What follows belongs to an exercise in optimizing a design on an open flow for small area, a short achievable clock period and few clock cycles per item; a production flow would make more cautious choices. The RTL was checked by simulation tests, not by an equivalence proof against the original design.

==> run P <==
## audio_sequencer_timing_fsm
module audio_sequencer_timing_fsm (
    input  wire        clk,
    input  wire        rst,             
    input  wire [11:0] spt_i,           
    input  wire [4:0]  loop_bars_i,     
    input  wire [35:0] pan_i,           
    input  wire [47:0] vol_i,           
    input  wire [17:0] smp_i,           
    input  wire [95:0] len_i,           
    input  wire        start_i,
    input  wire        complete_i,
    output wire        stream_start_o,
    output wire [1:0]  stream_slot_o,
    output wire        ring_we_o,
    output wire [1:0]  ring_slot_o,
    output wire [4:0]  ring_frame_o,
    output wire [31:0] ring_wdata_o,
    output reg         song_re_o,
    output wire [3:0]  song_b_o,
    input  wire [2:0]  song_d_i,
    output reg         pat_re_o,
    output reg  [2:0]  pat_p_o,
    output reg  [2:0]  pat_v_o,
    output wire [6:0]  pat_t_o,
    input  wire [7:0]  pat_d_i,
    output wire        samp_re_o,
    output wire [2:0]  samp_k_o,
    output wire [11:0] samp_i_o,
    input  wire [15:0] samp_d_i
);
clock: 14.0 ns
lec_check: 0
abc_clock_period_in_ps: 4000
cap_margin: 70
core_margin: 2
core_utilization: 40
place_density: 0.6
slew_margin: 70
synth_hierarchical: 1
standard.sh (not shown) runs the stock make flow with config.mk's settings and CLKGATE_MAP_FILE= SYNTH_SCRIPT=/design/flow/synth_recipe.tcl, a recipe that flattens the netlist after the stock synthesis.
==> flow/flow/run.sh <==
#!/bin/bash
# Layout flow: the standard layout (standard.sh, every ORFS step as the
# standard flow runs it), with the port buffers that global placement puts on
# every input and output made sky130_fd_sc_hd__buf_2 cells.
set -e
export BUFFER_PORTS_ARGS="-buffer_cell sky130_fd_sc_hd__buf_2"
bash standard.sh > standard.log 2>&1
==> run K (differences from run P) <==
--- a/flow/design.v
+++ b/flow/design.v
@@ -6,55 +6,65 @@
     input  wire [4:0]  loop_bars_i,
     output reg  [3:0]  bar,
     output reg  [6:0]  tick,
     output reg         tick_start
 );
     localparam [6:0] BAR_LEN = 7'd72;
-    reg  [11:0] left;       
-    wire next_start = tick_start ? (spt_i == 12'd1) : (left == 12'd2);
-    wire tick_last  = (tick == BAR_LEN - 7'd1);
-    wire bar_last   = ({1'b0, bar} + 5'd1 == loop_bars_i);
+    reg [11:0] sot;         
+    reg        sot_last;    
+    reg        tick_last;   
+    reg        bar_last;    
+    wire tick_wrap = advance && sot_last;
+    wire bar_wrap  = tick_wrap && tick_last;
+    wire sl_hold = (sot + 12'd1 == spt_i);
+    wire sl_step = sot_last ? (spt_i == 12'd1) : (sot + 12'd2 == spt_i);
+    wire bl_hold = ({1'b0, bar} + 5'd1 == loop_bars_i);
+    wire bl_step = bar_last ? (loop_bars_i == 5'd1) : ({1'b0, bar} + 5'd2 == loop_bars_i);
     always @(posedge clk) begin
         if (rst) begin
             bar        <= 4'd0;
             tick       <= 7'd0;
+            sot        <= 12'd0;
             tick_start <= 1'b1;
+            tick_last  <= 1'b0;
         end else if (advance) begin
-            tick_start <= next_start;
-            left       <= tick_start ? spt_i : left - 12'd1;
-            if (next_start) begin
+            tick_start <= sot_last;
+            if (sot_last) begin
+                sot       <= 12'd0;
+                tick_last <= (tick == BAR_LEN - 7'd2);
                 if (tick_last) begin
                     tick <= 7'd0;
                     bar  <= bar_last ? 4'd0 : bar + 4'd1;
                 end else begin
                     tick <= tick + 7'd1;
                 end
+            end else begin
+                sot <= sot + 12'd1;
             end
         end
+        sot_last <= (advance && !rst) ? sl_step : sl_hold;
+        bar_last <= (bar_wrap && !rst) ? bl_step : bl_hold;
     end
 endmodule
 module ring_ctrl (
     input  wire       clk,
     input  wire       rst,
     input  wire       start_i,
     input  wire       complete_i,
     input  wire       issue,           
     output wire       may_issue,       
-    input  wire       frame_next,      
     input  wire       frame_done,      
     output reg  [1:0] filling,
     output reg  [4:0] frame_idx,
     output reg        stream_start_o,
     output wire [1:0] stream_slot_o
 );
     reg [4:0] i_frame;
     reg [1:0] i_slot;
     reg       i_prefill;
     reg       prefill;
-    reg [6:0] w_cnt;           
-    reg       w_last;          
     reg       started;
     reg [1:0] playing;
     assign stream_slot_o = playing;
     assign may_issue = (i_frame != 5'd0) || i_prefill ||
                        (started && (i_slot != playing));
     always @(posedge clk) begin
@@ -70,26 +80,22 @@
                     i_prefill <= 1'b0;
             end
         end
     end
     always @(posedge clk) begin
         if (rst) begin
-            w_cnt   <= 7'd0;
-            w_last  <= 1'b0;
-            prefill <= 1'b1;
-        end else begin
-            if (frame_next) begin
-                w_cnt  <= w_cnt + 7'd1;
-                w_last <= (w_cnt == 7'd127);
+            frame_idx <= 5'd0;
+            filling   <= 2'd0;
+            prefill   <= 1'b1;
+        end else if (frame_done) begin
+            frame_idx <= frame_idx + 5'd1;
+            if (frame_idx == 5'd31) begin
+                filling <= filling + 2'd1;
+                if (filling == 2'd3)
+                    prefill <= 1'b0;
             end
-            if (frame_done && w_last)
-                prefill <= 1'b0;
-        end
-        if (frame_next) begin
-            frame_idx <= w_cnt[4:0];
-            filling   <= w_cnt[6:5];
         end
     end
     always @(posedge clk) begin
         if (rst) begin
             playing        <= 2'd3;
             started        <= 1'b0;
@@ -136,46 +142,43 @@
     reg [5:0]  in_i;
     reg [5:0]  nxt;
     reg [5:0]  pend;
     reg        u_vld;       
     reg [5:0]  u_oh;
     reg [11:0] lenr;
-    reg [11:0] pos_inc;     
     function [5:0] lowest;
         input [5:0] m;
         lowest = m & (~m + 6'd1);
     endfunction
     function [2:0] enc;
         input [5:0] oh;
         enc = {oh[4] | oh[5], oh[2] | oh[3], oh[1] | oh[3] | oh[5]};
     endfunction
+    wire [11:0] pos_inc = samp_i_o + 12'd1;
     wire        wrap    = (pos_inc == lenr);
     wire [5:0]  act_cur = u_vld ? ((act & ~u_oh) | (wrap ? 6'd0 : u_oh)) : act;
     wire [5:0]  t_oh     = 6'd1 << trig_v;
     wire [5:0]  sel      = sub_en ? t_oh : nxt;
     wire        fwd      = u_vld && ((u_oh & nxt) != 6'd0);
     wire        cur_act  = (nxt & act_cur) != 6'd0;
     reg  [11:0] pos_sel;
     reg  [3:0]  lvl_sel;
-    reg  [2:0]  k_sel;      
-    reg  [2:0]  k_nxt;      
+    reg  [2:0]  k_sel;
     integer v;
     always @(*) begin
         pos_sel = 12'd0;
         lvl_sel = 4'd0;
         k_sel   = 3'd0;
-        k_nxt   = 3'd0;
         for (v = 0; v < 6; v = v + 1) begin
             pos_sel = pos_sel | (pos[v] & {12{nxt[v]}});
             lvl_sel = lvl_sel | (lvl[v] & {4{sel[v]}});
             k_sel   = k_sel | (smp_i[3*v +: 3] & {3{sel[v]}});
-            k_nxt   = k_nxt | (smp_i[3*v +: 3] & {3{nxt[v]}});
         end
     end
     wire [11:0] addr    = !cur_act ? 12'd0 : fwd ? pos_inc : pos_sel;
-    wire [11:0] len_sel = len_i[12*k_nxt +: 12];
+    wire [11:0] len_sel = len_i[12*k_sel +: 12];
     wire [5:0] rest = pend & ~nxt;
     assign item_last = (rest == 6'd0);
     assign item_null = (nxt == 6'd0);
     assign item_new  = !cur_act;
     assign item_v    = enc(sel);
     assign item_lvl  = lvl_sel;
@@ -225,13 +228,12 @@
             end
             if (sub_en)
                 samp_re_o <= 1'b1;
         end
         samp_k_o <= k_sel;
         samp_i_o <= sub_en ? 12'd0 : addr;
-        pos_inc  <= addr + 12'd1;
         lenr     <= len_sel;
     end
 endmodule
 module emphasis_gain_multiplier (
     input  wire        clk,
     input  wire [2:0]  v1,         
@@ -286,51 +288,29 @@
         csa = {((x & y) | (x & z) | (y & z)) << 1, x ^ y ^ z};
     endfunction
     wire [49:0] l1a = csa(row[0], row[1], row[2]);
     wire [49:0] l1b = csa(row[3], row[4], row5);
     wire [49:0] l2  = csa(l1a[24:0], l1a[49:25], l1b[24:0]);
     wire [49:0] l3  = csa(l2[24:0], l2[49:25], l1b[49:25]);
-    wire [12:0] lo;
-    fast_add #(.W(13)) u_add_lo (.a({1'b0, l3[11:0]}), .b({1'b0, l3[36:25]}), .ci(1'b0), .s(lo));
-    reg  [12:0] lo4;       
-    reg  [12:0] hs4, hc4;  
-    always @(posedge clk) begin
-        lo4 <= lo;
-        hs4 <= l3[24:12];
-        hc4 <= l3[49:37];
-    end
-    wire [12:0] hi;
-    fast_add #(.W(13)) u_add_hi (.a(hs4), .b(hc4), .ci(lo4[12]), .s(hi));
     always @(posedge clk)
-        gs <= {hi, lo4[11:0]};
-endmodule
-module fast_add #(
-    parameter W = 8
-) (
-    input  wire [W-1:0] a,
-    input  wire [W-1:0] b,
-    input  wire         ci,
-    output wire [W-1:0] s
-);
-    assign s = a + b + {{(W-1){1'b0}}, ci};
+        gs <= l3[24:0] + l3[49:25];
 endmodule
 module mixer_acc (
     input  wire        clk,
     input  wire        rst,
-    input  wire [2:0]  v4,         
+    input  wire [2:0]  v3,         
     input  wire [35:0] pan_i,
-    input  wire        from_i4,    
+    input  wire        from_i3,    
     input  wire        vld,        
     input  wire        to_i,       
     input  wire        last,       
     input  wire [24:0] gs,
-    output reg         wr,         
     output reg         we,
     output reg  [31:0] word
 );
-    wire [5:0] pan = pan_i[6*v4 +: 6];
+    wire [5:0] pan = pan_i[6*v3 +: 6];
     reg  [2:0] p_neg, p_one, p_two;
     always @(posedge clk) begin
         p_neg[0] <= pan[1];
         p_one[0] <= pan[0];
         p_two[0] <= pan[1] && !pan[0];
         p_neg[1] <= pan[3];
@@ -342,16 +322,17 @@
     end
     reg  [30:0] f_l;
     reg  [25:0] f_s;
     reg  [30:0] i_l;
     reg  [25:0] i_s;
     reg         i_ok;      
+    reg         wr;
     reg         use_i, use_f;
     always @(posedge clk) begin
-        use_i <= from_i4 && (i_ok || (vld && to_i));
-        use_f <= !from_i4;
+        use_i <= from_i3 && (i_ok || (vld && to_i));
+        use_f <= !from_i3;
     end
     wire [30:0] base_l = ({31{use_i}} & i_l) | ({31{use_f}} & f_l);
     wire [25:0] base_s = ({26{use_i}} & i_s) | ({26{use_f}} & f_s);
     localparam [5:0] K_S1 = 6'b101011;    
     localparam [5:0] K_S0 = 6'b101100;    
     wire [30:0] row [0:2];
@@ -370,14 +351,13 @@
     function [61:0] csa;
         input [30:0] x, y, z;
         csa = {((x & y) | (x & z) | (y & z)) << 1, x ^ y ^ z};
     endfunction
     wire [61:0] l1 = csa(row[0], row[1], row[2]);
     wire [61:0] l2 = csa(l1[30:0], l1[61:31], base_l);
-    wire [30:0] n_l;
-    fast_add #(.W(31)) u_add (.a(l2[30:0]), .b(l2[61:31]), .ci(1'b0), .s(n_l));
+    wire [30:0] n_l = l2[30:0] + l2[61:31];
     wire [25:0] n_s = base_s + {gs[24], gs};
     wire [30:0] r = {f_s, 5'b00000} - f_l;
     always @(posedge clk) begin
         if (rst) begin
             i_ok <= 1'b0;
             wr   <= 1'b0;
@@ -426,21 +406,19 @@
     output wire [2:0]  samp_k_o,
     output wire [11:0] samp_i_o,
     input  wire [15:0] samp_d_i
 );
     wire frame_start;
     wire may_issue;
-    wire frame_next;
     ring_ctrl u_ring (
         .clk            (clk),
         .rst            (rst),
         .start_i        (start_i),
         .complete_i     (complete_i),
         .issue          (frame_start),
         .may_issue      (may_issue),
-        .frame_next     (frame_next),
         .frame_done     (ring_we_o),
         .filling        (ring_slot_o),
         .frame_idx      (ring_frame_o),
         .stream_start_o (stream_start_o),
         .stream_slot_o  (stream_slot_o)
     );
@@ -469,14 +447,15 @@
                      S_FIRST = 3'd7;    
     reg  [2:0] state;
     reg        pr_vld;         
     reg  [2:0] pr_v;
     reg        pd_vld;         
     reg  [2:0] pd_v;
-    reg        pd_hit;         
-    reg  [3:0] pd_lvl;         
+    reg  [7:0] pd;
+    wire       pd_hit = (pd[7:4] == 4'h3) && (pd[3:0] != 4'h0) && (pd[3:0] <= 4'h9);
+    wire [3:0] pd_lvl = pd[3:0] - 4'd1;
     wire       trig   = pd_vld && pd_hit;
     assign frame_start = (state == S_IDLE && may_issue && !tick_start) ||
                          (state == S_FIRST);
     wire   issue       = frame_start || (state == S_FRAME);
     wire       item_last, item_null, item_new, trig_in_i;
     wire [2:0] item_v;
@@ -552,45 +531,39 @@
             endcase
             if (issue)
                 state <= item_last ? S_IDLE : S_FRAME;
         end
         pr_v    <= pat_v_o;
         pd_v    <= pr_v;
-        pd_hit  <= (pat_d_i[7:4] == 4'h3) && (pat_d_i[3:0] != 4'h0) && (pat_d_i[3:0] <= 4'h9);
-        pd_lvl  <= pat_d_i[3:0] - 4'd1;
+        pd      <= pat_d_i;
         t1_from <= frame_start || sub;
         t1_to   <= sub || (item_new && !item_null);
         t1_last <= issue && item_last;
         t1_neg  <= sub;
         t1_zero <= issue && item_null;
         t1_v    <= item_v;
         t1_lvl  <= item_lvl;
     end
     reg        t2_vld, t2_from, t2_to, t2_last;
     reg  [2:0] t2_v;
     reg        t3_vld, t3_from, t3_to, t3_last;
     reg  [2:0] t3_v;
-    reg        t4_vld, t4_from, t4_to, t4_last;
-    reg  [2:0] t4_v;
-    reg        t5_vld, t5_to, t5_last;
+    reg        t4_vld, t4_to, t4_last;
     always @(posedge clk) begin
         if (rst) begin
             t2_vld <= 1'b0;
             t3_vld <= 1'b0;
             t4_vld <= 1'b0;
-            t5_vld <= 1'b0;
         end else begin
             t2_vld <= t1_vld;
             t3_vld <= t2_vld;
             t4_vld <= t3_vld;
-            t5_vld <= t4_vld;
         end
         {t2_from, t2_to, t2_last, t2_v} <= {t1_from, t1_to, t1_last, t1_v};
         {t3_from, t3_to, t3_last, t3_v} <= {t2_from, t2_to, t2_last, t2_v};
-        {t4_from, t4_to, t4_last, t4_v} <= {t3_from, t3_to, t3_last, t3_v};
-        {t5_to, t5_last}                <= {t4_to, t4_last};
+        {t4_to, t4_last}                <= {t3_to, t3_last};
     end
     wire [24:0] gs;
     emphasis_gain_multiplier u_gain (
         .clk    (clk),
         .v1     (t1_v),
         .lvl1   (t1_lvl),
@@ -600,18 +573,17 @@
         .s      (samp_d_i),
         .gs     (gs)
     );
     mixer_acc u_mix (
         .clk    (clk),
         .rst    (rst),
-        .v4     (t4_v),
+        .v3     (t3_v),
         .pan_i  (pan_i),
-        .from_i4(t4_from),
-        .vld    (t5_vld),
-        .to_i   (t5_to),
-        .last   (t5_last),
+        .from_i3(t3_from),
+        .vld    (t4_vld),
+        .to_i   (t4_to),
+        .last   (t4_last),
         .gs     (gs),
-        .wr     (frame_next),
         .we     (ring_we_o),
         .word   (ring_wdata_o)
     );
 endmodule
==> flow/run.sh (new file) <==
#!/bin/bash
# synth_recipe.tcl (not shown) runs the flow's synth.tcl, then flattens the netlist and writes it again
# the make line also repeats each setting of config.mk as NAME=value (left out here)
make -C /OpenROAD-flow-scripts/flow DESIGN_CONFIG=/design/flow/config.mk WORK_HOME=/design/flow/orfs CLKGATE_MAP_FILE= SYNTH_SCRIPT=/design/flow/synth_recipe.tcl finish
--- a/flow/config.mk
+++ b/flow/config.mk
@@ -8,7 +8,6 @@
 export ABC_CLOCK_PERIOD_IN_PS = 4000
 export CAP_MARGIN = 70
 export CORE_MARGIN = 2
 export CORE_UTILIZATION = 40
 export PLACE_DENSITY = 0.6
 export SLEW_MARGIN = 70
-export SYNTH_HIERARCHICAL = 1
removed: flow/flow/run.sh
removed: flow/standard.sh
==> run A (differences from run P) <==
--- a/flow/design.v
+++ b/flow/design.v
@@ -237,13 +237,14 @@
     input  wire [2:0]  v1,         
     input  wire [3:0]  lvl1,       
     input  wire        neg1,       
     input  wire        zero1,      
     input  wire [47:0] vol_i,
     input  wire [15:0] s,          
-    output reg  [24:0] gs          
+    output reg  [24:0] gs,         
+    output reg  [26:0] gs3         
 );
     reg  [7:0] vol2;
     reg  [3:0] lvl2;
     reg        neg2;
     reg        zero2;
     always @(posedge clk) begin
@@ -297,14 +298,18 @@
         lo4 <= lo;
         hs4 <= l3[24:12];
         hc4 <= l3[49:37];
     end
     wire [12:0] hi;
     fast_add #(.W(13)) u_add_hi (.a(hs4), .b(hc4), .ci(lo4[12]), .s(hi));
-    always @(posedge clk)
-        gs <= {hi, lo4[11:0]};
+    wire [24:0] gs_n  = {hi, lo4[11:0]};
+    wire [26:0] gs3_n = {{2{gs_n[24]}}, gs_n} + {gs_n[24], gs_n, 1'b0};
+    always @(posedge clk) begin
+        gs  <= gs_n;
+        gs3 <= gs3_n;
+    end
 endmodule
 module fast_add #(
     parameter W = 8
 ) (
     input  wire [W-1:0] a,
     input  wire [W-1:0] b,
@@ -320,28 +325,38 @@
     input  wire [35:0] pan_i,
     input  wire        from_i4,    
     input  wire        vld,        
     input  wire        to_i,       
     input  wire        last,       
     input  wire [24:0] gs,
+    input  wire [26:0] gs3,
     output reg         wr,         
     output reg         we,
     output reg  [31:0] word
 );
     wire [5:0] pan = pan_i[6*v4 +: 6];
-    reg  [2:0] p_neg, p_one, p_two;
+    reg        p_neg;           
+    reg  [3:0] p0;              
+    reg  [3:0] p1;              
+    wire [2:0] d1 = {1'b0, pan[4]} * 2 + pan[3] + pan[2];
     always @(posedge clk) begin
-        p_neg[0] <= pan[1];
-        p_one[0] <= pan[0];
-        p_two[0] <= pan[1] && !pan[0];
-        p_neg[1] <= pan[3];
-        p_one[1] <= pan[2] ^ pan[1];
-        p_two[1] <= (pan[3:1] == 3'b011) || (pan[3:1] == 3'b100);
-        p_neg[2] <= 1'b0;
-        p_one[2] <= pan[4] ^ pan[3];
-        p_two[2] <= (pan[4] && pan[3]) || pan[5];
+        p_neg <= pan[2];
+        case (pan[2:0])
+            3'b001, 3'b111: p0 <= 4'b0001;
+            3'b010, 3'b110: p0 <= 4'b0010;
+            3'b011, 3'b101: p0 <= 4'b0100;
+            3'b100:         p0 <= 4'b1000;
+            default:        p0 <= 4'b0000;
+        endcase
+        case (pan[5] ? 3'd4 : d1)
+            3'd1:    p1 <= 4'b0001;
+            3'd2:    p1 <= 4'b0010;
+            3'd3:    p1 <= 4'b0100;
+            3'd4:    p1 <= 4'b1000;
+            default: p1 <= 4'b0000;
+        endcase
     end
     reg  [30:0] f_l;
     reg  [25:0] f_s;
     reg  [30:0] i_l;
     reg  [25:0] i_s;
     reg         i_ok;      
@@ -349,35 +364,28 @@
     always @(posedge clk) begin
         use_i <= from_i4 && (i_ok || (vld && to_i));
         use_f <= !from_i4;
     end
     wire [30:0] base_l = ({31{use_i}} & i_l) | ({31{use_f}} & f_l);
     wire [25:0] base_s = ({26{use_i}} & i_s) | ({26{use_f}} & f_s);
-    localparam [5:0] K_S1 = 6'b101011;    
-    localparam [5:0] K_S0 = 6'b101100;    
-    wire [30:0] row [0:2];
-    genvar g;
-    generate
-        for (g = 0; g < 3; g = g + 1) begin : rows
-            wire [25:0] mag = ({26{p_one[g]}} & {gs[24], gs}) | ({26{p_two[g]}} & {gs, 1'b0});
-            wire [25:0] sm  = mag ^ {26{p_neg[g]}};
-            if (g == 0) begin : r0
-                assign row[g] = {(sm[25] ? K_S1 : K_S0), sm[24:0]};
-            end else begin : rn
-                assign row[g] = ({5'd0, ~sm[25], sm[24:0]} << (2 * g)) | ({30'd0, p_neg[g-1]} << (2 * g - 2));
-            end
-        end
-    endgenerate
-    function [61:0] csa;
-        input [30:0] x, y, z;
-        csa = {((x & y) | (x & z) | (y & z)) << 1, x ^ y ^ z};
-    endfunction
-    wire [61:0] l1 = csa(row[0], row[1], row[2]);
-    wire [61:0] l2 = csa(l1[30:0], l1[61:31], base_l);
+    localparam [4:0] K_S1 = 5'b10111;    
+    localparam [4:0] K_S0 = 5'b11000;    
+    wire [26:0] m1 = {{2{gs[24]}}, gs};
+    wire [26:0] m2 = {gs[24], gs, 1'b0};
+    wire [26:0] m4 = {gs, 2'b00};
+    wire [26:0] mag0 = ({27{p0[0]}} & m1) | ({27{p0[1]}} & m2) |
+                       ({27{p0[2]}} & gs3) | ({27{p0[3]}} & m4);
+    wire [26:0] mag1 = ({27{p1[0]}} & m1) | ({27{p1[1]}} & m2) |
+                       ({27{p1[2]}} & gs3) | ({27{p1[3]}} & m4);
+    wire [26:0] sm0  = mag0 ^ {27{p_neg}};
+    wire [30:0] row0 = {(sm0[26] ? K_S1 : K_S0), sm0[25:0]};
+    wire [30:0] row1 = {1'b0, ~mag1[26], mag1[25:0], 2'b00, p_neg};
+    wire [30:0] c_s = row0 ^ row1 ^ base_l;
+    wire [30:0] c_c = ((row0 & row1) | (row0 & base_l) | (row1 & base_l)) << 1;
     wire [30:0] n_l;
-    fast_add #(.W(31)) u_add (.a(l2[30:0]), .b(l2[61:31]), .ci(1'b0), .s(n_l));
+    fast_add #(.W(31)) u_add (.a(c_s), .b(c_c), .ci(1'b0), .s(n_l));
     wire [25:0] n_s = base_s + {gs[24], gs};
     wire [30:0] r = {f_s, 5'b00000} - f_l;
     always @(posedge clk) begin
         if (rst) begin
             i_ok <= 1'b0;
             wr   <= 1'b0;
@@ -587,31 +595,34 @@
         {t2_from, t2_to, t2_last, t2_v} <= {t1_from, t1_to, t1_last, t1_v};
         {t3_from, t3_to, t3_last, t3_v} <= {t2_from, t2_to, t2_last, t2_v};
         {t4_from, t4_to, t4_last, t4_v} <= {t3_from, t3_to, t3_last, t3_v};
         {t5_to, t5_last}                <= {t4_to, t4_last};
     end
     wire [24:0] gs;
+    wire [26:0] gs3;
     emphasis_gain_multiplier u_gain (
         .clk    (clk),
         .v1     (t1_v),
         .lvl1   (t1_lvl),
         .neg1   (t1_neg),
         .zero1  (t1_zero),
         .vol_i  (vol_i),
         .s      (samp_d_i),
-        .gs     (gs)
+        .gs     (gs),
+        .gs3    (gs3)
     );
     mixer_acc u_mix (
         .clk    (clk),
         .rst    (rst),
         .v4     (t4_v),
         .pan_i  (pan_i),
         .from_i4(t4_from),
         .vld    (t5_vld),
         .to_i   (t5_to),
         .last   (t5_last),
         .gs     (gs),
+        .gs3    (gs3),
         .wr     (frame_next),
         .we     (ring_we_o),
         .word   (ring_wdata_o)
     );
 endmodule
==> flow_summary.json <==
{
  "fillCellCount": 7307,
  "multi_input_area_share_pct": 50.4,
  "areaGrowthSynthToFinish_pct": 16.3,
  "synth_xor_area_share_pct": 7.95,
  "multi_input_gates": 2436,
  "drt_iter0_drc": 2110,
  "min_to": "t2_to",
  "gp_congestion": 0.916,
  "fin_util_pct": 47.2,
  "wl_per_cell_um": 18.7,
  "status": "finished clean"
}
[end of results for run P]
==> flow_summary.json <==
{
  "synth_flop_cell": "dfxtp_1",
  "gp_congestion": 0.903,
  "fin_util_pct": 49.5,
  "multi_input_area_share_pct": 49.1,
  "numPortBuffers": 323,
  "status": "finished clean",
  "first_pass_iters": 6,
  "synth_xor_area_share_pct": 8.64,
  "areaGrowthSynthToFinish_pct": 22.2,
  "globalRoute.busiestLayer": "met2",
  "cp-startpoint": "u_gain.d_one[0]",
  "arrival_ns": 6.08,
  "multi_input_gates": 2324,
  "drt_iter0_drc": 2007,
  "min_to": "t4_to",
  "wl_per_cell_um": 17.9
}
[end of results for run K]
==> flow_summary.json <==
{
  "fillCellCount": 7771,
  "min_to": "t4_from",
  "wl_per_cell_um": 18.5,
  "multi_input_area_share_pct": 50.6,
  "status": "finished clean",
  "gp_congestion": 0.949,
  "drt_iter0_drc": 1934
}
[end of results for run A]
Testbench counts of run P, summed over its fixed seeds: cycles 18,920, frames 16,384.
Testbench counts of run K, summed over its fixed seeds: cycles 18,904, frames 16,384.
Testbench counts of run A, summed over its fixed seeds: cycles 18,920, frames 16,384.

re-timing with driven ports:
The flow's constraints put no driver on any port. The routed layouts listed below were extracted and timed again, unchanged, in two steps.
Step 1 (the two cells are an assumption about what drives the block):
set clk [get_ports {clk}]
set_driving_cell -lib_cell sky130_fd_sc_hd__clkbuf_16 $clk
set_driving_cell -lib_cell sky130_fd_sc_hd__buf_2 [delete_from_list [all_inputs] $clk]
Step 2, shift: input delay + t, output delay - t, t = (earliest + latest rising clock arrival at the registers) / 2. This alone moves slack from input paths to output paths.
a / b / c = ideal / step 1 / step 2; a / b = the first two.
run	t (ns)	slack for setup (ns)	clock arrival spread, ns	worst data-port slew with drivers (ns)
run P	0.707	9.609 / 9.609 / 9.287	0.057 / 0.057	0.07
run K	0.677	8.464 / 8.464 / 8.464	0.045 / 0.045	0.12
run A	0.663	9.920 / 9.861 / 9.339	0.031 / 0.031	0.14
After both steps every run listed still meets setup and hold. The setup slack of run A, which loses most, moves by -0.059 ns with the drivers and by -0.581 ns with both steps.
